Context: an optimization exercise on an open-source flow, tuned for small area, a short achievable clock period and few clock cycles per item. The choices shown serve that exercise and are no tape-out recipe. In this exercise RTL edits were held to simulation tests only and were not proved equivalent to the original.

==> flow/design.v (outline; a module is shown in full before it is edited, if it fits) <==
// module hme_fsearch: 883 lines
module hme_fsearch (
    input  wire         clk,
    input  wire         rst,
    input  wire         start,
    input  wire [4:0]   grid_rows_m1,    
    input  wire [4:0]   grid_cols_m1,    
    output reg          busy,
    output reg          done,
    output wire         ref_req,
    output wire [8:0]   ref_y,
    output wire [8:0]   ref_x,
    input  wire [127:0] ref_row,
    output wire         tgt_req,
    output wire [8:0]   tgt_y,
    output wire [8:0]   tgt_x,
    input  wire [127:0] tgt_row,
    output reg          res_valid,
    output wire [4:0]   res_mb_row,
    output wire [4:0]   res_mb_col,
    output wire [4:0]   res_dy,
    output wire [4:0]   res_dx,
    output wire [15:0]  res_cost
);
  // ...
==> flow/flow/run.sh <==
#!/bin/bash
# The standard layout, with the smallest buffer (buf_1) on the ports
# instead of the one buffer_ports picks by default.
set -euo pipefail
cd "$(dirname "$0")/.."
export BUFFER_PORTS_ARGS="-buffer_cell sky130_fd_sc_hd__buf_1"
bash standard.sh > standard.log 2>&1
==> flow/standard.sh <==
#!/bin/bash
# synth_recipe.tcl (not shown) runs the flow's synth.tcl, then flattens the netlist and writes it again
# the make line also repeats each setting of config.mk as NAME=value (left out here)
make -C /OpenROAD-flow-scripts/flow DESIGN_CONFIG=/design/flow/config.mk WORK_HOME=/design/flow/orfs CLKGATE_MAP_FILE= SYNTH_SCRIPT=/design/flow/synth_recipe.tcl "${@:-finish}"
==> flow/config.mk <==
export PLATFORM = sky130hd
export DESIGN_NAME = hme_fsearch
export DESIGN_NICKNAME = hme_fsearch
export VERILOG_FILES = /design/flow/design.v
export SDC_FILE = /design/flow/constraint.sdc
export NUM_CORES = 4
export LEC_CHECK = 0
export CAP_MARGIN = 20
export CORE_MARGIN = 2
export CORE_UTILIZATION = 50
export CTS_BUF_LIST = sky130_fd_sc_hd__clkbuf_4
export CTS_CLUSTER_SIZE = 12
export PLACE_DENSITY = 0.65
export SLEW_MARGIN = 20
==> flow/constraint.sdc <==
create_clock -name core_clock -period 22.0 [get_ports {clk}]
set_input_delay 4.4000 -clock core_clock [delete_from_list [all_inputs] [get_ports {clk}]]
set_output_delay 4.4000 -clock core_clock [all_outputs]
set_load 0.01 [all_outputs]
==> reports/metrics.cfg, run 1 <==
[synth]
ys_top_cells_by_area=dfxtp_1, ha_1, fa_1, xnor2_1, inv_1
synth_area_um2=21100
ys_async_sr_fraction_pct=0
synth_area_leader_cell=dfxtp_1
synth.yosys.seq_area_share_pct=27.4
synth_xor_area_share_pct=12.9
avgSynthCellArea_um2=9.48
synth-seq-cells=279

[cells_and_area]
buf_share_pct=5.61
top_register=d_cs
fin_cells=3210
nClkBuffers=107
seq_share_pct=24.2
layout_commonest_cell=inv_1

[drt]
wl_met3_um=2320
routed-via-count=16300
first_pass_iters=7

[min_path]
hold_path.class=register to register
hold-path-endpoint=d_dy[2]$_DFF_P_

[sta]
whs_ns=0.298
tightest_slew_ns=1.05
fin_tns_setup_ns=0
slew_violations=0

[global_route]
gr-total-overflow=0

[worst_setup_path]
crit_path_frequent_cell=fa_1
critical_path.startpoint_type=register
critPathBufInv=5
cp.required_ns=22.55

[clocking]
cts_setup_buffers=0

[status]
status=timing/DRC/antenna clean

[placed_design]
placed_cells=3076
dpl_cell_area_um2=22900

Testbench counts, summed over its fixed seeds: cycles 202,040, mbs 298.
==> run 2, diff against run 1 <==
--- a/flow/design.v
+++ b/flow/design.v
@@ -843,16 +843,18 @@
             g_new     <= 1'b0;
             g_rad     <= 4'd0;
             g_a       <= 5'sd0;
             g_b       <= 5'sd0;
             g_cy      <= 5'sd0;
             g_cx      <= 5'sd0;
             g_done    <= 1'b0;
             best_cost <= 16'hffff;
+            best_dy   <= 5'sd0;
+            best_dx   <= 5'sd0;
         end
         if (start && !busy) begin
             gr_m1     <= grid_rows_m1;
             gc_m1     <= grid_cols_m1;
             mb_r      <= 5'd0;
             mb_c      <= 5'd0;
             busy      <= 1'b1;
             run       <= 1'b1;
@@ -861,16 +863,18 @@
             g_new     <= 1'b0;
             g_rad     <= 4'd0;
             g_a       <= 5'sd0;
             g_b       <= 5'sd0;
             g_cy      <= 5'sd0;
             g_cx      <= 5'sd0;
             g_done    <= 1'b0;
             best_cost <= 16'hffff;
+            best_dy   <= 5'sd0;
+            best_dx   <= 5'sd0;
         end
         if (rst) begin
             busy      <= 1'b0;
             done      <= 1'b0;
             res_valid <= 1'b0;
             run       <= 1'b0;
             g_done    <= 1'b1;
             g_wait    <= 1'b0;
==> flow/config.mk (replaced) <==
export PLATFORM = sky130hd
export DESIGN_NAME = hme_fsearch
export DESIGN_NICKNAME = hme_fsearch
export VERILOG_FILES = /design/flow/design.v
export SDC_FILE = /design/flow/constraint.sdc
export NUM_CORES = 4
export LEC_CHECK = 0
export CAP_MARGIN = 20
export CORE_MARGIN = 2
export CORE_UTILIZATION = 25
export CTS_CLUSTER_DIAMETER = 80
export CTS_CLUSTER_SIZE = 30
export PLACE_DENSITY = 0.5
export SLEW_MARGIN = 20
==> run 2 against run 1 <==
- highest routed layer is now met5
- sequential cell count did not move
- clock skew fell by 0.019 ns
- largest cell class unchanged
- count of clock-buffer cells in the layout fell by 86
==> reports/metrics.cfg, run 2 <==
[drt]
drt_iter0_drc=703  ; was 587
drt-vias-per-instance=4.20  ; was 5.07
drc=0  ; unchanged
drtAntennaViolNets=0  ; unchanged
routed_wl_um=59400  ; was 56800 um
first_pass_iters=5  ; was 7
routedWlPerCell_um=16.4  ; was 17.7 um
routed-via-count=15200  ; was 16300

[min_path]
hold_path.class=register to register  ; unchanged

[die]
die_h_um=293  ; was 210 um
die_w_um=293  ; was 210 um
io_pins=346  ; unchanged
core_um2=83300  ; was 41900 um2
std_cell_rows=106  ; was 75
fp.dieArea_um2=86000  ; was 43900 um2
initial_core_util_pct=25.1  ; was 50.5%

[cells_and_area]
layout_commonest_cell=inv_1  ; unchanged
top_register=d_cs  ; unchanged
regArea_um2=5690  ; was 5790 um2
final_nets=3185  ; was 3270
final_cell_mix=inv_1, buf_1, dfxtp_1, ha_1, xnor2_1  ; unchanged
area_delta_synth_final_pct=15.8  ; was 12.9%
largest_register_ffs=108  ; unchanged
stdcell_area_um2=24200  ; was 23900 um2
drive_above_1_share_pct=3.85  ; was 6.48%
multiInputGateArea_um2=13600  ; was 13700 um2
fill_cells=8948  ; was 3861

[synth]
yosysMostFrequentCell=inv_1  ; unchanged
ys_async_sr_fraction_pct=0  ; unchanged
synth-edff-count=10  ; was 20
synthTopCellsByCount=inv_1, dfxtp_1, ha_1  ; unchanged
yosysWarnings=1  ; unchanged
syn_inst=2197  ; was 2230
synth_area_um2=20900  ; was 21100 um2
synth_xor_area_share_pct=13.7  ; was 12.9%
ys_top_cells_by_area=dfxtp_1, ha_1, fa_1, xnor2_1, inv_1  ; unchanged
yosys-mux-area-fraction_pct=2.69  ; was 1.85%
synth_compound_area_share_pct=10.3  ; was 11.3%
synthAdderAreaFrac_pct=28.1  ; was 27.9%
synth_simple_gate_area_share_pct=10.0  ; was 10.7%
yosysUniqueCellTypes=88  ; was 91
ys.flop_type=dfxtp_1  ; unchanged
synth-seq-cells=279  ; unchanged
synth.yosys.seq_area_share_pct=27.2  ; was 27.4%
synth_top_area_share_pct=25.7  ; was 24.5%
synth_area_leader_cell=dfxtp_1  ; unchanged
avgSynthCellArea_um2=9.52  ; was 9.48 um2
synth_top_family_by_area=adder cells  ; unchanged

[clocking]
cts_root_buf=clkbuf_16  ; was clkbuf_4
cts_setup_buffers=0  ; unchanged
cts_buffer_depth=3  ; unchanged
path_clk_slew_ns=0.11  ; was 0.07 ns
cts_tree=built  ; unchanged
clk_latency_ns=0.57  ; was 0.73 ns
cts_sinks=279  ; unchanged
ctsResizeCount=0  ; unchanged
cts_hold_buf=0  ; unchanged
htree_levels=1  ; was 3
numCtsBuffers=21  ; was 76

[global_route]
grtUsageTotal_pct=13.5  ; was 26.1%
antenna_found_initial=7  ; was 1
grt_first_pass_wirelength_um=88300  ; was 89300 um
gr-total-overflow=0  ; unchanged
grt_max_degree=44  ; was 33
grt_pass1_vias=14900  ; was 17100

[sta]
rsz0062_at_grt=no  ; unchanged
fin_tns_setup_ns=0  ; unchanged
skew_ns=0.0350  ; was 0.0539 ns
whs_ns=0.305  ; was 0.298 ns
hold_viol_final=0  ; unchanged
setup_viol=0  ; unchanged
slew_violations=0  ; unchanged
tightest_slew_ns=1.03  ; was 1.05 ns
fin_crit_ns=7.42  ; was 7.45 ns
fmax_ghz=0.135  ; was 0.134 GHz
finalCritPeriodShare_pct=33.7  ; was 33.8%
slew_headroom_pct=31.2  ; was 30.0%

[worst_setup_path]
endpoint_kind=register  ; unchanged
cp.arrival_ns=7.87  ; was 8.00 ns
cp.required_ns=22.45  ; was 22.55 ns
critical_path.startpoint_type=register  ; unchanged
crit_fanout=7  ; was 31
path_class=register to register  ; unchanged

[placed_design]
io_buffers=341  ; unchanged
dpl_cell_area_um2=23400  ; was 22900 um2
gp_congestion=0.848  ; was 0.932
dp_hpwl_um=51300  ; was 48100 um

[run]
cap_violations=0  ; unchanged

[status]
status=timing/DRC/antenna clean  ; unchanged

## run 2: changes by cell type after synthesis, moves of 8 or more
cell / delta
dfxtp_1: +10
edfxtp_1: -10
inv_1: -8
mux2i_1: +16
nand2_1: -20
nor2_1: +35
nor2b_1: -9
nor3_1: -13
o21ai_0: -8
## run 2: metal layers
| layer | share of wire (%) | vias up | GRT usage [%] |
|---|---|---|---|
| met1 | 48 | 7186 | 19.0 |
| li1 | - | 7749 | - |
| met4 | 1.8 | 6 | 2.85 |
| met3 | 4.5 | 52 | 2.45 |
| met2 | 45 | 232 | 21.4 |
| met5 | 0.074 | - | 0 |
## run 2: layout make-up
type                            count  share of cell area (%)
Tap cell                         1080                    5.57
Sequential cell                   279                    23.5
Timing Repair Buffer              355                    5.71
Antenna cell                        1                  0.0103
Multi-Input combinational cell   1494                    56.0
Inverter                          379                    5.87
Clock inverter                     16                    1.21
Clock buffer                       21                    2.17
## run 2: per-stage QoR
step	instances	utilization, %	worst slack, ns
global route	3625	29.1	14.31
detailed placement	3587	28.1	14.40
CTS	3624	29.1	14.58
floorplan	2200	-	14.84
finish	3625	29.1	14.58
global placement	3587	28.1	14.45
## run 2: critical path, stage by stage (launching register included)
cell and delay (ns):
dfxtp_1 0.44, inv_1 0.12, fa_1 0.51, inv_1 0.05, fa_1 0.45, fa_1 0.49
fa_1 0.43, fa_1 0.54, inv_1 0.05, fa_1 0.49, inv_1 0.06, fa_1 0.45
ha_1 0.34, a21o_1 0.18, a311oi_1 0.36, o221ai_1 0.26, a311o_1 0.41, a21oi_2 0.15
nand4b_2 0.26, o21ai_0 0.24, or4_1 0.73, mux2i_1 0.24, nor2_1 0.06
## run 2: final timing paths
| check | start | to | slack [ns] | cells after the start |
|---|---|---|---|---|
| min reg2reg | x_acc[12]$_DFF_P_ | d_acc[12]$_DFF_P_ | 0.31 | 0 |
| max | d_cs[79]$_DFF_P_ | g_a[4]$_SDFFE_PN0P_ | 14.58 | 22 |
| max reg2reg | d_cs[79]$_DFF_P_ | g_a[4]$_SDFFE_PN0P_ | 14.58 | 22 |
| min | x_acc[12]$_DFF_P_ | d_acc[12]$_DFF_P_ | 0.31 | 0 |
## run 2: cell families (layout without fill, tap and decap cells)
logic type      Yosys count  after routing
flops                   279            279
other cells               1              5
buf+inv                 427            771
xor+xnor                321            321
compound gates          319            319
simple gates            410            410
mux                      54             54
fa+ha+maj               386            386
Testbench counts of run 2, summed over its fixed seeds: cycles 202,040, mbs 298.

port drivers added, routing unchanged:
The results above use ideal ports. As a check the final layouts listed here were re-extracted and re-timed, cells and wires unchanged.
Step 1 assumes that a clkbuf_16 drives the clock port and a buf_2 every other input.
Step 2 moves the port delays by t, midway between the first and last clock arrival at a register: inputs arrive t later, outputs are due t later. That takes back most of the time a late clock gives input paths.
a / b / c = no drivers / after step 1 / after step 2; a / b = the first two.
| run | t, ns | setup slack, ns | worst setup path at the end | clock arrival spread, ns | worst data-port slew with drivers (ns) |
|---|---|---|---|---|---|
| run 1 | 0.758 | 14.554 / 14.554 / 14.402 | input to register | 0.054 / 0.054 | 0.07 |
| run 2 | 0.602 | 14.577 / 14.577 / 14.421 | input to register | 0.045 / 0.044 | 0.09 |
After both steps every run listed still meets setup and hold. For run 2, which loses most, drivers alone change the setup slack by 0.000 ns; drivers and shift together by -0.156 ns.
